This is an optimization exercise on Yosys and OpenROAD, whose aim is small area, a short achievable clock period and few clock cycles, not a production implementation.
RTL that was checked went through simulation tests only; none was proved equivalent to the original.
No activity file was given, so power comes from the tool's default toggle rates.

==> flow/design.v (excerpt) <==
module fm_rsb (
    input  wire        clk,
    input  wire        rst,
    input  wire        cmd_valid,
    output wire        cmd_ready,
    input  wire [31:0] cmd,
    output reg         rsp_valid,
    output wire [31:0] rsp,
    output reg         bus_req,
    output reg  [1:0]  bus_op,
    output reg  [7:0]  bus_wdata,
    output reg         bus_rnack,
    input  wire        bus_done,
    input  wire        bus_ack,
    input  wire [7:0]  bus_rdata,
    output reg         dly_req,
    output reg  [9:0]  dly_ms,
    input  wire        dly_done
);
    localparam [1:0] B_BEGIN = 2'd0, B_WRITE = 2'd1, B_READ = 2'd2, B_END = 2'd3;
    function [15:0] fread(input [7:0] a, input [15:0] w);
        begin
            case (a)
            8'h00: fread = {12'h0, w[15:12]};
            8'h01: fread = {4'h0, w[11:0]};
            8'h02: fread = {10'h0, w[15:10]};
            8'h03: fread = {12'h0, w[9:6]};
            8'h04: fread = {10'h0, w[5:0]};
            8'h05: fread = {15'h0, w[15:15]};
            8'h06: fread = {15'h0, w[14:14]};
            8'h07: fread = {15'h0, w[13:13]};
            8'h08: fread = {15'h0, w[11:11]};
            8'h09: fread = {15'h0, w[10:10]};
            8'h0A: fread = {15'h0, w[9:9]};
            8'h0B: fread = {15'h0, w[8:8]};
            8'h0C: fread = {15'h0, w[6:6]};
            8'h0D: fread = {15'h0, w[0:0]};
            8'h0E: fread = {15'h0, w[15:15]};
            8'h0F: fread = {6'h0, w[9:0]};
            8'h10: fread = {15'h0, w[15:15]};
            8'h11: fread = {15'h0, w[14:14]};
            8'h12: fread = {15'h0, w[12:12]};
            8'h13: fread = {15'h0, w[11:11]};
            8'h14: fread = {15'h0, w[10:10]};
            8'h15: fread = {14'h0, w[7:6]};
            8'h16: fread = {14'h0, w[5:4]};
            8'h17: fread = {14'h0, w[3:2]};
            8'h18: fread = {14'h0, w[1:0]};
            8'h19: fread = {8'h0, w[15:8]};
            8'h1A: fread = {14'h0, w[7:6]};
            8'h1B: fread = {14'h0, w[5:4]};
  ...
Size: ~1500 cells after synthesis, roughly 360 flip-flops, about 100 I/O pins.
clock: 10.0 ns
lec_check: 0
cap_margin: 20
core_margin: 2
core_utilization: 40
slew_margin: 20
standard.sh (not shown) runs the stock make flow with config.mk's settings and CLKGATE_MAP_FILE= SYNTH_SCRIPT=/design/flow/synth_recipe.tcl, a recipe that flattens the netlist after the stock synthesis.
==> flow/flow/run.sh <==
#!/bin/bash
# Standard layout, with timing repair aimed at a setup slack margin well above
# the one the clock period alone asks for, so the repair sizes the critical paths.
set -euo pipefail
bash standard.sh SETUP_SLACK_MARGIN=6.5 finish > standard.log 2>&1
Testbench counts at the start, summed over its fixed seeds: cycles 137,417.
Then changed:
==> flow/run.sh (new file) <==
#!/bin/bash
# synth_recipe.tcl (not shown) runs the flow's synth.tcl, then flattens the netlist and writes it again
# the make line also repeats each setting of config.mk as NAME=value (left out here)
make -C /OpenROAD-flow-scripts/flow DESIGN_CONFIG=/design/flow/config.mk WORK_HOME=/design/flow/orfs CLKGATE_MAP_FILE= SYNTH_SCRIPT=/design/flow/synth_recipe.tcl finish
Settings changed: ABC_CLOCK_PERIOD_IN_PS from default to 2500.
removed: flow/flow/run.sh
removed: flow/standard.sh
=> The changed run ran to the end with no violations; final cell count falls by 1.1%; synthesized cell count does not change; setup slack loses 1.2 ns; synthesized area stays the same; hold slack is about the same.
Then changed:
Settings changed: ABC_CLOCK_PERIOD_IN_PS 2500 to default.
Outcome:
- core utilization stays the same
- clock power is about the same
- global-route usage does not change
- worst setup slack is unchanged
- critical path depth stays the same

---

wip/onyx:
fm_rsb, a different RTL version from the one above (not shown whole).
Size in the first run: roughly 360 flip-flops.
Settings: LEC_CHECK=0, CAP_MARGIN=20, CORE_MARGIN=2, CORE_UTILIZATION=55, CTS_BUF_LIST=sky130_fd_sc_hd__clkbuf_8, CTS_CLUSTER_DIAMETER=80, CTS_CLUSTER_SIZE=16, SLEW_MARGIN=20, SYNTH_HIERARCHICAL=1; clock period 10.0 ns.
==> flow/flow/run.sh <==
#!/bin/bash
# Standard layout, except: port buffers are plain buffers (buf_2) instead of the
# delay cells the default pick gives, and timing repair aims at a setup slack
# margin well above the one the clock period alone asks for, so that it sizes
# the critical paths. make's output goes to standard.log.
set -euo pipefail
bash standard.sh "BUFFER_PORTS_ARGS=-buffer_cell sky130_fd_sc_hd__buf_2" \
    SETUP_SLACK_MARGIN=6.8 finish > standard.log 2>&1
Testbench counts of wip/onyx, summed over its fixed seeds: cycles 134,294.
Edits applied to the flow inputs when going from wip/onyx to wip/raven:
Settings: a change of CTS_CLUSTER_SIZE from 16 to 12; a change of CORE_UTILIZATION from 55 to 40; a change of CTS_CLUSTER_DIAMETER from 80 to 60; a change of CTS_BUF_LIST from sky130_fd_sc_hd__clkbuf_8 to sky130_fd_sc_hd__clkbuf_8 sky130_fd_sc_hd__clkbuf_16.
### Flow results
Lower met1 layer wirelength in the final routing was reported by wip/onyx, not wip/raven.
Diff wip/raven..wip/onyx | final-report hold violation count | unchanged
As far as flip-flop and latch count goes, wip/raven and wip/onyx are indistinguishable; the numbers are identical.
wip/raven — met1 routing resource usage after global routing 13 points lower, wip/onyx as reference
The count of routing violations after the opening detailed-route iteration of wip/raven exceeds that of wip/onyx by 2.7%.
From wip/onyx to wip/raven the numbers moved as follows: detailed-route via count now sits lower, core utilization fell by 15 points.
Input-level comparison between wip/delta and wip/raven:
Settings: changing CTS_BUF_LIST from sky130_fd_sc_hd__clkbuf_8 sky130_fd_sc_hd__clkbuf_16 to sky130_fd_sc_hd__clkbuf_8; changing CORE_UTILIZATION from 40 to 55.
==> run summary <==
Taking wip/raven as the reference, in wip/delta total leakage power decreased by about 2.8% relative to the old numbers; met1 global-route usage +13 points.
Sort wip/raven and wip/delta by multi-input combinational cell area desc -> top: wip/delta
The fraction of area in registers number comes out higher for wip/delta vs wip/raven.
Every run (wip/raven and wip/delta) finished clean.
#### Input delta (wip/lagoon over wip/delta)
Settings: CORE_UTILIZATION changed from 55 to 40.
Findings:
The fraction of area in registers of wip/lagoon and that of wip/delta are within noise of each other.
Of wip/delta and wip/lagoon, the lower slew of the pin with the lowest slew margin belongs to wip/lagoon.
wip/lagoon ends up with a hold slack that is 0.0062 ns higher than in wip/delta.
On power, wip/delta and wip/lagoon are neck and neck.
met5 as the uppermost layer routed was reported by wip/lagoon, and met4 by wip/delta.
## Diff of input files: wip/tundra against wip/lagoon
Settings: CTS_CLUSTER_DIAMETER now 80, was 60; CTS_CLUSTER_SIZE now 16, was 12.
==> comparison <==
- Each of the runs, namely wip/lagoon and wip/tundra, reached the end of the flow and came out clean.
- Final design utilization: wip/lagoon and wip/tundra compared, higher one is wip/lagoon
- wip/tundra does better than wip/lagoon on post-route cell area.
- wip/tundra against wip/lagoon: final cell count without fillers now smaller, non-clock buffer count now larger.
- wip/tundra ends up with higher clock transition at the registers of the reported paths than wip/lagoon does.

---

== JK ==
fm_rsb, a different RTL version from the one above (not shown whole).
Size in the first run: roughly 1600 cells after synthesis, about 350 flip-flops, roughly 100 I/O pins, about 17000 um^2 of cells after synthesis.
export LEC_CHECK = 0
export CAP_MARGIN = 20
export CORE_MARGIN = 2
export CORE_UTILIZATION = 40
export CTS_CLUSTER_DIAMETER = 100
export CTS_CLUSTER_SIZE = 22
export SLEW_MARGIN = 20
create_clock -name core_clock -period 10.0 [get_ports {clk}]
==> flow/flow/run.sh <==
#!/bin/bash
# Standard layout, except: port buffers are plain buffers (buf_2) instead of the
# delay cells the default pick gives, and timing repair aims at a setup slack
# margin well above the one the clock period alone asks for, so that it sizes
# the critical paths. make's output goes to standard.log.
set -euo pipefail
bash standard.sh "BUFFER_PORTS_ARGS=-buffer_cell sky130_fd_sc_hd__buf_2" \
    SETUP_SLACK_MARGIN=7.0 finish > standard.log 2>&1
JK closes out successfully: all stages finished, all timing, DRC and antenna checks passed.
[inputs] MS vs JK
--- a/flow/flow/run.sh
+++ b/flow/flow/run.sh
@@ -7,2 +7,2 @@
 bash standard.sh "BUFFER_PORTS_ARGS=-buffer_cell sky130_fd_sc_hd__buf_2" \
-    SETUP_SLACK_MARGIN=7.0 finish > standard.log 2>&1
+    SETUP_SLACK_MARGIN=6.5 finish > standard.log 2>&1
Results
First-pass GRT wire length (MS vs. JK) decreases by a little under 10%. Comparing MS and JK, the lower number of global-route vias before repair was measured on MS. Global-route usage came out lower on MS than on JK. Re count of endpoints failing hold in the final timing report: no difference whatsoever between MS and JK. NOTE overall routed net length JK->MS decreased by more than 10%. Register-to-register setup slack (lower): MS. In the reports for MS and JK, the larger worst path setup slack after routing belongs to MS. The met2 routed wirelength of MS falls short of that of JK by 13%. Taking MS over JK, the cell count ratio works out to 0.939. In MS the non-clock buffer count turned out 50% lower than in JK. The instance area at placement of MS is lower than that of JK.
Function was not checked in any run of this note: the RTL went through the layout flow alone.

---

fm_rsb, a different RTL version from the one above (not shown whole).
Size: about 2000 cells after synthesis, roughly 100 I/O pins, ~17000 um^2 of cells after synthesis.
// fm_rsb
module fm_rsb (
    input  wire        clk,
    input  wire        rst,
    input  wire        cmd_valid,
    output wire        cmd_ready,
    input  wire [31:0] cmd,
    output reg         rsp_valid,
    output wire [31:0] rsp,
    output reg         bus_req,
    output reg  [1:0]  bus_op,
    output reg  [7:0]  bus_wdata,
    output reg         bus_rnack,
    input  wire        bus_done,
    input  wire        bus_ack,
    input  wire [7:0]  bus_rdata,
    output reg         dly_req,
    output reg  [9:0]  dly_ms,
    input  wire        dly_done
);
clock: 10.0 ns
lec_check: 0
abc_area: 1
cap_margin: 20
core_margin: 2
core_utilization: 40
cts_cluster_diameter: 100
cts_cluster_size: 26
slew_margin: 20
==> flow/flow/run.sh <==
#!/bin/bash
# Standard layout, except: port buffers are plain buffers (buf_2) instead of the
# delay cells the default pick gives, and timing repair aims at a setup slack
# margin well above the one the clock period alone asks for, so that it sizes
# the critical paths. make's output goes to standard.log.
set -euo pipefail
bash standard.sh "BUFFER_PORTS_ARGS=-buffer_cell sky130_fd_sc_hd__buf_2" \
    SETUP_SLACK_MARGIN=6.5 finish > standard.log 2>&1
The baseline finished with timing, DRC and antenna clean.
Testbench counts at the start, summed over its fixed seeds: cycles 134,294.
Rerun with:
ABC_AREA = unset   (was 1)
Result: The new run completed without violations; routed wire length went down slightly; worst setup slack gains 66 ps; clock skew came out higher by 8.4 ps; sequential power is about the same; via count is lower by a little under a tenth; register-to-register slack improves by 70 ps; final cell count decreases by about a fifth; sequential share of layout area climbs by 0.20 points.

---

Another version of the RTL of fm_rsb (not shown whole).
Size: about 360 flip-flops, ~100 I/O pins.
Design fm_rsb, start of the top module:
module fm_rsb (
    input  wire        clk,
    input  wire        rst,
    input  wire        cmd_valid,
    output wire        cmd_ready,
    input  wire [31:0] cmd,
    output reg         rsp_valid,
    output wire [31:0] rsp,
    output reg         bus_req,
    output reg  [1:0]  bus_op,
    output reg  [7:0]  bus_wdata,
    output reg         bus_rnack,
    input  wire        bus_done,
    input  wire        bus_ack,
    input  wire [7:0]  bus_rdata,
    output reg         dly_req,
    output reg  [9:0]  dly_ms,
    input  wire        dly_done
);
clock: 10.0 ns
lec_check: 0
cap_margin: 20
core_margin: 2
core_utilization: 40
cts_buf_list: sky130_fd_sc_hd__clkbuf_8
cts_cluster_diameter: 70
cts_cluster_size: 14
slew_margin: 20
synth_hierarchical: 1
==> flow/flow/run.sh <==
#!/bin/bash
# Standard layout, except: port buffers are plain buffers (buf_2) instead of the
# delay cells the default pick gives, and timing repair aims at a setup slack
# margin well above the one the clock period alone asks for, so that it sizes
# the critical paths. make's output goes to standard.log.
set -euo pipefail
bash standard.sh "BUFFER_PORTS_ARGS=-buffer_cell sky130_fd_sc_hd__buf_2" \
    SETUP_SLACK_MARGIN=6.8 finish > standard.log 2>&1
The baseline finished with timing, DRC and antenna clean.
Testbench counts at the start, summed over its fixed seeds: cycles 134,294.
Next try:
--- a/flow/config.mk
+++ b/flow/config.mk
@@ -11,4 +11,4 @@
 export CTS_BUF_LIST = sky130_fd_sc_hd__clkbuf_8
-export CTS_CLUSTER_DIAMETER = 70
-export CTS_CLUSTER_SIZE = 14
+export CTS_CLUSTER_DIAMETER = 60
+export CTS_CLUSTER_SIZE = 12
 export SLEW_MARGIN = 20
The changed run went through all stages and came out clean. Count of clock-buffer cells in the layout came out higher by 11. Flip-flop and latch count is unchanged. Critical path depth is unchanged. Worst setup slack is better by 0.032 ns. Synthesized area stays the same. Global-route usage came out higher by 0.31 points. Die area does not change. Power came out higher by a few percent. Core utilization came out higher by 0.86 points. Cell count came out higher slightly.
Next try:
--- a/flow/flow/run.sh
+++ b/flow/flow/run.sh
@@ -7,2 +7,2 @@
 bash standard.sh "BUFFER_PORTS_ARGS=-buffer_cell sky130_fd_sc_hd__buf_2" \
-    SETUP_SLACK_MARGIN=6.8 finish > standard.log 2>&1
+    SETUP_SLACK_MARGIN=6.72 finish > standard.log 2>&1
Effect:
- The new run went through all stages and came out clean
- setup slack degrades by 0.014 ns
- flip-flop and latch count stays the same
- routed wire length drops by 2.4%
- power shrinks by 2.3%
- core utilization shrinks by 1.0 points
- area after synthesis is unchanged
- via count came out lower by about 1.4%
- non-clock buffer count shrinks by 21
- worst hold slack gets better by 0.010 ns
- final cell count goes down by 1.0%

---

== v35 ==
Another version of the RTL of fm_rsb (not shown whole).
Size: about 1500 cells after synthesis, roughly 360 flip-flops, roughly 100 I/O pins, ~17000 um^2 of cells after synthesis.
export LEC_CHECK = 0
export CAP_MARGIN = 20
export CORE_MARGIN = 2
export CORE_UTILIZATION = 40
export CTS_CLUSTER_DIAMETER = 100
export CTS_CLUSTER_SIZE = 30
export SLEW_MARGIN = 20
create_clock -name core_clock -period 10.0 [get_ports {clk}]
==> flow/flow/run.sh <==
#!/bin/bash
# Standard layout, except: port buffers are plain buffers (buf_2) instead of the
# delay cells the default pick gives, and timing repair aims at a setup slack
# margin well above the one the clock period alone asks for, so that it sizes
# the critical paths. make's output goes to standard.log.
set -euo pipefail
bash standard.sh "BUFFER_PORTS_ARGS=-buffer_cell sky130_fd_sc_hd__buf_2" \
    SETUP_SLACK_MARGIN=6.5 finish > standard.log 2>&1
Testbench counts of v35, summed over its fixed seeds: cycles 134,294.
[inputs] v11 vs v35
==> flow/flow/run.sh <==
#!/bin/bash
# Standard layout, except: port buffers are plain buffers (buf_4) instead of the
# delay cells the default pick gives, and timing repair aims at a setup slack
# margin well above the one the clock period alone asks for, so that it sizes
# the critical paths. make's output goes to standard.log.
set -euo pipefail
bash standard.sh "BUFFER_PORTS_ARGS=-buffer_cell sky130_fd_sc_hd__buf_4" \
    SETUP_SLACK_MARGIN=6.5 finish > standard.log 2>&1
-- flow/config.mk --
<<< v35, line 10
export CORE_UTILIZATION = 40
export CTS_CLUSTER_DIAMETER = 100
export CTS_CLUSTER_SIZE = 30
export SLEW_MARGIN = 20
>>> v11, line 10
export CORE_UTILIZATION = 40
export SLEW_MARGIN = 20
## What came out
- v11: no failed stages, no open violations at the end
- [compare] base=v35 new=v11: cell area power density up about 14%; critical-path maximum fanout dropped 46.
- v11 vs v35 on number of buffers added by the clock tree synthesis step: v11 is the higher one.
- From v35 to v11, number of non-clock inverters in the layout did not move at all.
What v57 does differently from v11 at the input level:
==> flow/flow/run.sh <==
#!/bin/bash
# Standard layout, except: port buffers are plain buffers (buf_4) instead of the
# delay cells the default pick gives, resizing may change a cell's footprint,
# and timing repair aims at a setup slack margin well above the one the clock
# period alone asks for, so that it sizes the critical paths. make's output
# goes to standard.log.
set -euo pipefail
bash standard.sh "BUFFER_PORTS_ARGS=-buffer_cell sky130_fd_sc_hd__buf_4" \
    MATCH_CELL_FOOTPRINT=0 SETUP_SLACK_MARGIN=7 finish > standard.log 2>&1
--- outcome ---
- The higher worst slack after detailed placement came out of v57.
- Across both runs, fraction of cell area in non-clock buffers was higher for v57 than for v11.
- In v57 relative to v11, routed via count divided by cell count had gone up by a few percent.
- v57 vs v11, critical path launch point: ptr[1]$_DFFE_PP_ vs ptr[0]$_DFFE_PP_
- Cell area power density | v57 below v11
- Between v11 and v57, the critical path depth is lower for v11.

[separate check: timing with driven ports]
How much do the figures lean on ideal ports? The routed layouts below were timed once more, with nothing changed but the port constraints.
Step 1 assumes that a clkbuf_16 drives the clock port and a buf_2 every other input.
Step 2 adds t to the input delays and takes it off the output delays; t is the mean of the earliest and latest rising clock arrival at the registers after step 1. Input paths then give back, and output paths get back, about the clock's delay inside the block.
a / b / c = ideal ports / drivers / drivers and shift; a / b = the first two.
| run | t, ns | setup slack, ns | hold slack, ns | worst register clock-pin slew, ns | cell pins on the clock port's net |
|---|---|---|---|---|---|
| the first run of note 1 | 0.617 | 6.523 / 6.484 / 5.938 | 0.457 / 0.457 / 0.457 | 0.06 / 0.06 | 1 |
| the second run of note 1 | 0.615 | 5.288 / 5.288 / 5.288 | 0.456 / 0.456 / 0.456 | 0.07 / 0.07 | 1 |
| the third run of note 1 | 0.615 | 5.288 / 5.288 / 5.288 | 0.456 / 0.456 / 0.456 | 0.07 / 0.07 | 1 |
| wip/onyx | 0.678 | 6.712 / 6.664 / 6.148 | 0.493 / 0.493 / 0.493 | 0.12 / 0.12 | 1 |
| wip/raven | 0.616 | 6.793 / 6.759 / 6.208 | 0.493 / 0.493 / 0.493 | 0.07 / 0.07 | 1 |
| wip/delta | 0.643 | 6.781 / 6.730 / 6.161 | 0.485 / 0.485 / 0.485 | 0.09 / 0.09 | 1 |
| wip/lagoon | 0.661 | 6.765 / 6.708 / 6.184 | 0.491 / 0.491 / 0.491 | 0.09 / 0.09 | 1 |
| wip/tundra | 0.697 | 6.719 / 6.662 / 6.131 | 0.500 / 0.500 / 0.500 | 0.12 / 0.12 | 1 |
| JK | 0.602 | 6.289 / 6.315 / 5.713 | 0.484 / 0.484 / 0.484 | 0.11 / 0.11 | 1 |
| MS | 0.601 | 6.377 / 6.402 / 5.802 | 0.481 / 0.481 / 0.481 | 0.10 / 0.10 | 1 |
| the first run of note 4 | 0.595 | 6.491 / 6.491 / 6.097 | 0.491 / 0.491 / 0.491 | 0.11 / 0.11 | 1 |
| the second run of note 4 | 0.577 | 6.557 / 6.558 / 6.013 | 0.471 / 0.471 / 0.471 | 0.11 / 0.11 | 1 |
| the first run of note 5 | 0.669 | 6.735 / 6.687 / 6.156 | 0.474 / 0.474 / 0.474 | 0.11 / 0.11 | 1 |
| the second run of note 5 | 0.655 | 6.767 / 6.714 / 6.146 | 0.473 / 0.473 / 0.473 | 0.09 / 0.09 | 1 |
| the third run of note 5 | 0.623 | 6.753 / 6.750 / 6.128 | 0.484 / 0.484 / 0.484 | 0.09 / 0.09 | 1 |
| v35 | 0.574 | 6.560 / 6.560 / 6.091 | 0.474 / 0.474 / 0.474 | 0.12 / 0.12 | 1 |
| v11 | 0.617 | 6.565 / 6.565 / 6.003 | 0.478 / 0.478 / 0.478 | 0.07 / 0.07 | 1 |
| v57 | 0.611 | 6.665 / 6.665 / 6.232 | 0.471 / 0.471 / 0.471 | 0.07 / 0.07 | 1 |
After both steps every run listed still meets setup and hold. For the third run of note 5, which loses most, drivers alone change the setup slack by -0.003 ns; drivers and shift together by -0.625 ns.
